Background: an optimization exercise with open tools, aiming at small area, a short achievable clock period and few clock cycles. Do not read the settings as production practice.
Where RTL was checked, it was by simulation tests only, not by an equivalence proof against the original.
Power and IR drop assume default switching activity.

== the previous run ==
==> flow/design.v (excerpt) <==
module pcmdf_dec (
    input  wire        clk,
    input  wire        rst,
    input  wire        start,
    input  wire [15:0] cfg_len,
    input  wire [15:0] cfg_fps,
    input  wire        cfg_fps_set,
    input  wire        cfg_extract,
    output wire        idle,
    input  wire        in_valid,
    output reg         in_ready,
    input  wire [31:0] in_data,
    output reg         out_valid,
    input  wire        out_ready,
    output reg  [1:0]  out_type,
    output reg  [31:0] out_data,
    output reg  [2:0]  out_nbytes,
    output reg         out_tp,
    output reg  [63:0] out_ts,
    output reg  [15:0] out_hdr,
    output reg         out_ss,
    output reg  [31:0] out_sync,
    output reg  [15:0] out_sfid,
    output reg  [15:0] out_plen,
    output wire [2:0]  out_status,
    output reg  [15:0] out_offset,
    output wire [15:0] out_count,
    output reg  [31:0] out_mode_word
);
    localparam [1:0] T_HDR = 2'd0, T_PAY = 2'd1, T_END = 2'd2;
    localparam [2:0] PH_MODE  = 3'd0,   
                     PH_TP    = 3'd1,   
                     PH_REC   = 3'd2,   
                     PH_DRAIN = 3'd3,   
                     PH_SHORT = 3'd4;   
    reg        busy;
    reg [2:0]  phase;
    reg [1:0]  status;
    reg        fpsv_l;      
    reg        xbad;        
    reg [15:0] lrem;        
    reg        lnz;         
    reg        lw;          
    reg        fit0;        
    reg        fit1;        
    reg [15:0] shr;         
    reg [15:0] hl;          
    reg        rl0, rl1;    
    reg [3:0]  fi;          
    reg [15:0] hold;        
    reg        hv;          
    reg        df;          
    reg        tsh;         
    reg [31:0] sk;          
    reg        skv;
    reg        endp;        
    reg [15:0] count;       
    assign out_status = {1'b0, status};
    assign out_count  = (status == 2'd3) ? 16'd0 : count;
    wire   hdr_wait   = out_valid && (out_type == T_HDR);
    assign idle       = !busy && !hdr_wait;
    wire out_free = !out_valid || out_ready;
    wire slot     = out_free && !endp;        
    wire acc      = in_valid && in_ready;
    wire go       = (skv || acc) && slot;
    wire [31:0] w = skv ? sk : in_data;
    wire [13:0] lrem_q = lrem[15:2] - 14'd1;
    wire [15:0] h0 = w[15:0];
    wire [15:0] h1 = w[31:16];
    wire        x  = out_ss;
  ...
==> flow/config.mk <==
export PLATFORM = sky130hd
export DESIGN_NAME = pcmdf_dec
export DESIGN_NICKNAME = pcmdf_dec
export VERILOG_FILES = /design/flow/design.v
export SDC_FILE = /design/flow/constraint.sdc
export NUM_CORES = 4
export LEC_CHECK = 0
export CAP_MARGIN = 20
export CORE_MARGIN = 2
export CORE_UTILIZATION = 60
export CTS_BUF_LIST = sky130_fd_sc_hd__clkbuf_4 sky130_fd_sc_hd__clkbuf_8
export PLACE_DENSITY = 0.75
export SETUP_SLACK_MARGIN = 5
export SLEW_MARGIN = 20
==> flow/constraint.sdc <==
create_clock -name core_clock -period 8.0 [get_ports {clk}]
set_input_delay 1.6000 -clock core_clock [delete_from_list [all_inputs] [get_ports {clk}]]
set_output_delay 1.6000 -clock core_clock [all_outputs]
set_load 0.01 [all_outputs]
standard.sh (not shown) runs the stock make flow with config.mk's settings and CLKGATE_MAP_FILE= SYNTH_SCRIPT=/design/flow/synth_recipe.tcl, a recipe that flattens the netlist after the stock synthesis.
==> flow/flow/run.sh <==
#!/bin/bash
# The standard layout (standard synthesis, floorplan, place, CTS, route),
# with the smallest buffer on each input and output port instead of the
# default port buffer cell. Each tool's output goes to its log here.
set -euo pipefail
export BUFFER_PORTS_ARGS="-buffer_cell sky130_fd_sc_hd__buf_1"
bash standard.sh synth > synth.log 2>&1
bash standard.sh finish > layout.log 2>&1
The previous run closes out successfully: all stages finished, all timing, DRC and antenna checks passed.
Testbench counts of the previous run, summed over its fixed seeds: cycles 18,614.
Changes in the current run relative to the previous run:
# the previous run
export LEC_CHECK = 0
export CAP_MARGIN = 20
export CORE_MARGIN = 2
export CORE_UTILIZATION = 60
export CTS_BUF_LIST = sky130_fd_sc_hd__clkbuf_4 sky130_fd_sc_hd__clkbuf_8
export PLACE_DENSITY = 0.75
export SETUP_SLACK_MARGIN = 5
export SLEW_MARGIN = 20
create_clock -name core_clock -period 8.0 [get_ports {clk}]
# the current run
export LEC_CHECK = 0
export CAP_MARGIN = 20
export CORE_MARGIN = 2
export CORE_UTILIZATION = 60
export CTS_BUF_LIST = sky130_fd_sc_hd__clkbuf_4 sky130_fd_sc_hd__clkbuf_8
export PLACE_DENSITY = 0.75
export SETUP_SLACK_MARGIN = 4.5
export SLEW_MARGIN = 20
create_clock -name core_clock -period 8.0 [get_ports {clk}]
### Flow results
- The current run ended with less number of gates resized after cts than the previous run.
- Looking at path type of the worst setup path, the flop to output pin result is from the previous run; the flop to flop one comes from the current run.
- Launching element of the worst setup path: shr[1] -> the current run, status[1] -> the previous run
- Comparing number of global-route vias before repair for the previous run and the current run, the bigger number came from the previous run.
- Post-route cell area, the current run vs the previous run: down by a few percent
- Relative to the previous run, combinational group share of total power has decreased by 3.1 points in the current run.

---

The RTL this note starts from:
==> flow/design.v <==
module pcmdf_dec (
    input  wire        clk,
    input  wire        rst,
    input  wire        start,
    input  wire [15:0] cfg_len,
    input  wire [15:0] cfg_fps,
    input  wire        cfg_fps_set,
    input  wire        cfg_extract,
    output wire        idle,
    input  wire        in_valid,
    output reg         in_ready,
    input  wire [31:0] in_data,
    output reg         out_valid,
    input  wire        out_ready,
    output reg  [1:0]  out_type,
    output reg  [31:0] out_data,
    output reg  [2:0]  out_nbytes,
    output reg         out_tp,
    output reg  [63:0] out_ts,
    output reg  [15:0] out_hdr,
    output reg         out_ss,
    output reg  [31:0] out_sync,
    output reg  [15:0] out_sfid,
    output reg  [15:0] out_plen,
    output wire [2:0]  out_status,
    output reg  [15:0] out_offset,
    output reg  [15:0] out_count,
    output reg  [31:0] out_mode_word
);
    localparam [1:0] T_HDR = 2'd0, T_PAY = 2'd1, T_END = 2'd2;
    localparam [2:0] PH_MODE  = 3'd0,   
                     PH_TP    = 3'd1,   
                     PH_REC   = 3'd2,   
                     PH_DRAIN = 3'd3,   
                     PH_SHORT = 3'd4;   
    reg        busy;
    reg [2:0]  phase;
    reg [1:0]  status;
    reg        fpsv_l;      
    reg        xbad;        
    reg [15:0] lrem;        
    reg        lnz;         
    reg        lw;          
    reg        fit0;        
    reg        fit1;        
    reg [15:0] shr;         
    reg [15:0] hl;          
    reg        rl0, rl1;    
    reg [3:0]  fi;          
    reg [15:0] hold;        
    reg        hv;          
    reg        df;          
    reg        tsh;         
    reg [31:0] sk;          
    reg        skv;
    reg        endp;        
    assign out_status = {1'b0, status};
    wire   hdr_wait   = out_valid && (out_type == T_HDR);
    assign idle       = !busy && !hdr_wait;
    wire out_free = !out_valid || out_ready;
    wire slot     = out_free && !endp;        
    wire acc      = in_valid && in_ready;
    wire go       = (skv || acc) && slot;
    wire [31:0] w = skv ? sk : in_data;
    wire [13:0] lrem_q = lrem[15:2] - 14'd1;
    wire [15:0] h0 = w[15:0];
    wire [15:0] h1 = w[31:16];
    wire        x  = out_ss;
    wire        odd = out_plen[0];      
    wire        rec = (phase == PH_REC);
    wire        rlast0 = rl0;                     
    wire        rlast1 = rl1;                     
    wire [3:0]  fi1 = (fi == 4'd8) ? 4'd8 : fi + 4'd1;
    wire [3:0]  f1  = rlast0 ? 4'd0 : fi1;
    wire        p0  = x ? (fi >= 4'd8) : (fi >= 4'd5);
    wire        p1  = x ? (f1 >= 4'd8) : (f1 >= 4'd5);
    wire        start0 = (fi == 4'd0);
    wire        nofit0 = start0 && !fit0;
    wire        nofit1 = rlast0 && !fit1;
    wire        bad0   = start0 && xbad;
    wire        par  = shr[0] ^ hl[0];            
    wire [15:0] E    = par ? h1 : h0;
    wire [15:0] O    = par ? h0 : h1;
    wire [3:0]  idxE = par ? fi1 : fi;
    wire [3:0]  idxO = par ? fi : fi1;
    wire        vE   = !(rlast0 && par);          
    wire        vO   = !(rlast0 && !par);
    wire        h0ff   = (h0 == 16'hFFFF);
    wire        h1ff   = (h1 == 16'hFFFF);
    wire        ts_pos = (idxO == 4'd3) && vO && (out_ts[31:0] == 32'hFFFF_FFFF) &&
                         (!par || (out_ts[47:32] == 16'hFFFF));
    wire        ts_bad = ts_pos && h0ff && (par || h1ff);
    wire        ts_end = ts_pos && par && rlast1;
    wire        hdr_w = x ? ((idxO == 4'd7) && vO) : ((idxE == 4'd4) && vE);
    wire        pay_beat = hv ? p0 : (p0 && !hdr_w);
    wire        hv_n     = (hdr_w && p1) || (hv && p0 && p1) || (!hv && !p0 && p1);
    wire        df_n     = (go && rec) ? (hv_n && rlast1) : (df && !out_free);
    wire [2:0]  nb_rec   = hv ? (!p0 ? (odd ? 3'd1 : 3'd2) : (rlast0 && odd) ? 3'd3 : 3'd4)
                              : (rlast0 ? (odd ? 3'd1 : 3'd2) : ((rlast1 && odd) ? 3'd3 : 3'd4));
    wire [17:0] fit_d  = {2'b00, lrem} + {17'd0, odd} - {1'b0, shr, 1'b0} - 18'd6;
    wire [17:0] fit_d2 = {2'b00, lrem} + {17'd0, odd} - {1'b0, shr, 1'b0} - 18'd8;
    reg        busy_n, lnz_n, skv_n, endp_n, short_n;
    reg [2:0]  phase_n;
    reg        end_now;
    always @* begin
        skv_n   = skv ? !slot : (acc && !slot);
        busy_n  = busy;
        lnz_n   = lnz;
        phase_n = phase;
        short_n = (phase == PH_SHORT);
        endp_n  = endp && !out_free;
        end_now = 1'b0;
        if (!busy) begin
            if (start && !hdr_wait) begin
                busy_n  = 1'b1;
                lnz_n   = (cfg_len != 16'd0);
                short_n = (cfg_len < 16'd4);
                phase_n = short_n ? PH_SHORT : PH_MODE;
            end
        end else begin
            if (phase == PH_SHORT && slot) begin
                phase_n = PH_DRAIN;
                short_n = 1'b0;
            end
            if (go) begin
                lnz_n = !lw;
                case (phase)
                    PH_MODE:  phase_n = w[20] ? PH_TP : (fpsv_l ? PH_REC : PH_DRAIN);
                    PH_REC:   if (nofit0 || bad0 || ts_bad || nofit1) phase_n = PH_DRAIN;
                    PH_DRAIN: end_now = lw && !df;
                    default: ;
                endcase
            end
            if (end_now) begin
                busy_n = 1'b0;
            end else if (!lnz_n && !df_n && !short_n) begin
                busy_n = 1'b0;
                endp_n = 1'b1;
            end
        end
    end
    always @(posedge clk) begin
        if (rst) begin
            busy      <= 1'b0;
            out_valid <= 1'b0;
            df        <= 1'b0;
            skv       <= 1'b0;
            in_ready  <= 1'b0;
            endp      <= 1'b0;
            phase     <= PH_MODE;
        end else begin
            busy     <= busy_n;
            lnz      <= lnz_n;
            skv      <= skv_n;
            phase    <= phase_n;
            endp     <= endp_n;
            in_ready <= busy_n && lnz_n && !skv_n && !short_n;
            if (out_valid && out_ready)
                out_valid <= 1'b0;
            if (acc && !slot)
                sk <= in_data;
            if (endp && out_free) begin
                out_valid <= 1'b1;
                out_type  <= T_END;
            end
            if (status == 2'd3)
                out_count <= 16'd0;
            if (!busy) begin
                if (start && !hdr_wait) begin
                    fpsv_l   <= cfg_fps_set;
                    xbad     <= cfg_extract && (cfg_fps < 16'd6);
                    out_ss   <= cfg_extract;
                    out_plen <= cfg_extract ? cfg_fps - 16'd6 : cfg_fps;
                    shr      <= ({1'b0, cfg_fps} + 17'd9) >> 1;
                    lrem     <= cfg_len;
                    lw       <= (cfg_len <= 16'd4);
                    hv       <= 1'b0;
                    df       <= 1'b0;
                    tsh      <= 1'b0;
                end
            end else begin
                if (phase == PH_SHORT && slot) begin
                    status        <= 2'd1;
                    out_offset    <= 16'd0;
                    out_count     <= 16'd0;
                    out_mode_word <= 32'd0;
                end
                if (df && out_free) begin
                    out_valid  <= 1'b1;
                    out_type   <= T_PAY;
                    out_data   <= {h0, hold};
                    out_nbytes <= odd ? 3'd1 : 3'd2;
                    hv         <= 1'b0;
                end
                df <= df_n;
                if (go) begin
                    lrem <= lw ? 16'd0 : {lrem_q, lrem[1:0]};
                    lw   <= (lrem[15:3] == 13'd0) || (lrem == 16'd8);
                    fit0 <= !fit_d[17];
                    fit1 <= !fit_d2[17];
                    hold <= h1;
                    out_data <= hv ? {h0, hold} : w;
                    case (phase)
                        PH_MODE: begin
                            out_mode_word <= w;
                            fi            <= 4'd0;
                            hl            <= shr;
                            rl0           <= 1'b0;
                            rl1           <= 1'b0;
                            out_tp        <= w[20];
                            if (w[20]) begin
                                out_valid  <= 1'b1;
                                out_type   <= T_HDR;
                                out_plen   <= {lrem_q, lrem[1:0]};
                                out_offset <= lrem;
                                out_count  <= 16'd1;
                                status     <= 2'd0;
                            end else begin
                                out_offset <= 16'd4;
                                out_count  <= 16'd0;
                                status     <= fpsv_l ? 2'd0 : 2'd2;
                            end
                        end
                        PH_TP: begin
                            out_valid  <= 1'b1;
                            out_type   <= T_PAY;
                            out_nbytes <= lw ? {1'b0, lrem[1:0]} : 3'd4;
                            if (lw && lrem[1:0] == 2'd0)
                                out_nbytes <= 3'd4;
                        end
                        PH_REC: begin
                            fi  <= rlast0 ? 4'd1 : rlast1 ? 4'd0 : (fi >= 4'd6) ? 4'd8 : fi + 4'd2;
                            hl  <= rlast0 ? shr - 16'd1 : rlast1 ? shr : hl - 16'd2;
                            rl0 <= !rlast0 && !rlast1 && (hl == 16'd2);
                            rl1 <= !rlast0 && !rlast1 && (hl == 16'd3);
                            if (tsh)
                                out_ts[15:0] <= hold;
                            else if (idxE == 4'd0 && vE)
                                out_ts[15:0] <= E;
                            if (idxO == 4'd1 && vO) out_ts[31:16] <= O;
                            if (idxE == 4'd2 && vE) out_ts[47:32] <= E;
                            if (idxO == 4'd3 && vO) out_ts[63:48] <= O;
                            if (idxE == 4'd4 && vE) out_hdr <= E;
                            if (idxO == 4'd5 && vO) out_sync[31:16] <= O;
                            if (idxE == 4'd6 && vE) out_sync[15:0]  <= E;
                            if (idxO == 4'd7 && vO) out_sfid <= O;
                            tsh <= rlast0;
                            out_nbytes <= nb_rec;
                            hv <= hv_n;
                            if (hdr_w) begin
                                out_type <= T_HDR;
                                if (!ts_bad && !bad0)
                                    out_valid <= 1'b1;
                            end else begin
                                out_type <= T_PAY;
                                if (pay_beat)
                                    out_valid <= 1'b1;
                            end
                            if (rlast0 || rlast1)
                                out_count <= out_count + 16'd1;
                            if ((rlast0 || rlast1) && !(ts_end && h0ff))
                                out_offset <= out_offset + {shr[14:0], 1'b0} + 16'd2;
                            if ((bad0 && !nofit0) || ts_bad)
                                status <= 2'd3;
                        end
                        PH_DRAIN: begin
                            if (lw && !df) begin
                                out_valid <= 1'b1;
                                out_type  <= T_END;
                            end
                        end
                        default: ;
                    endcase
                end
            end
        end
    end
endmodule
clock: 8.0 ns
lec_check: 0
cap_margin: 20
core_margin: 2
core_utilization: 60
cts_buf_list: sky130_fd_sc_hd__clkbuf_4 sky130_fd_sc_hd__clkbuf_8
place_density: 0.75
setup_slack_margin: 4.8
slew_margin: 20
Scripts as last shown in full above: flow/flow/run.sh
Then changed:
--- a/flow/config.mk
+++ b/flow/config.mk
@@ -12,3 +12,3 @@
 export PLACE_DENSITY = 0.75
-export SETUP_SLACK_MARGIN = 4.8
+export SETUP_SLACK_MARGIN = 4.5
 export SLEW_MARGIN = 20
After rerunning: Final area goes down by 4.2%; hold slack is better by 16 ps; die area stays the same; wire length goes down by 2.6%; non-clock buffer count goes down by 62; area after synthesis does not change; setup slack is worse by 200 ps.
Then changed:
--- a/flow/config.mk
+++ b/flow/config.mk
@@ -9,6 +9,6 @@
 export CORE_MARGIN = 2
-export CORE_UTILIZATION = 60
+export CORE_UTILIZATION = 70
 export CTS_BUF_LIST = sky130_fd_sc_hd__clkbuf_4 sky130_fd_sc_hd__clkbuf_8
-export PLACE_DENSITY = 0.75
-export SETUP_SLACK_MARGIN = 4.5
+export PLACE_DENSITY = 0.85
+export SETUP_SLACK_MARGIN = 4.8
 export SLEW_MARGIN = 20
The changed run finished clean.
Maximum frequency rises slightly.
Worst setup slack improves by 67 ps.
Global-route usage rises by 8.9 points.
Worst hold slack barely changes.
Routed wire length rises by roughly a tenth.
Final cell count barely changes.
Clock power rises by a few percent.
Via count rises by roughly a tenth.
Sequential share of layout area falls by 2.2 points.
Critical path depth is unchanged.
Total power rises by a few percent.
No run of this note included a check of the RTL's function; only the layout flow was run.

[what the ideal ports hide]
No port has a modelled driver above. Below, the same layouts with a new extraction and two added sets of constraints.
Step 1, drivers: a clkbuf_16 drives clk and a buf_2 each remaining input, both assumed.
Step 2 times the ports against the registers' clock, not the clock port: input delays grow and output delays shrink by t, the midpoint of the rising clock arrivals with the driver on.
Slacks: ideal / step 1 / step 2; pairs: ideal / step 1.
| run | shift t [ns] | setup slack, ns | pins driven straight from the clock port |
|---|---|---|---|
| the previous run | 0.683 | 4.777 / 4.732 / 4.228 | 1 |
| the current run | 0.701 | 4.573 / 4.573 / 3.978 | 1 |
| the first run of note 2 | 0.679 | 4.779 / 4.779 / 4.169 | 1 |
| the second run of note 2 | 0.661 | 4.577 / 4.577 / 3.967 | 1 |
| the third run of note 2 | 0.672 | 4.644 / 4.644 / 4.158 | 1 |
After both steps setup and hold are still met in every run listed.
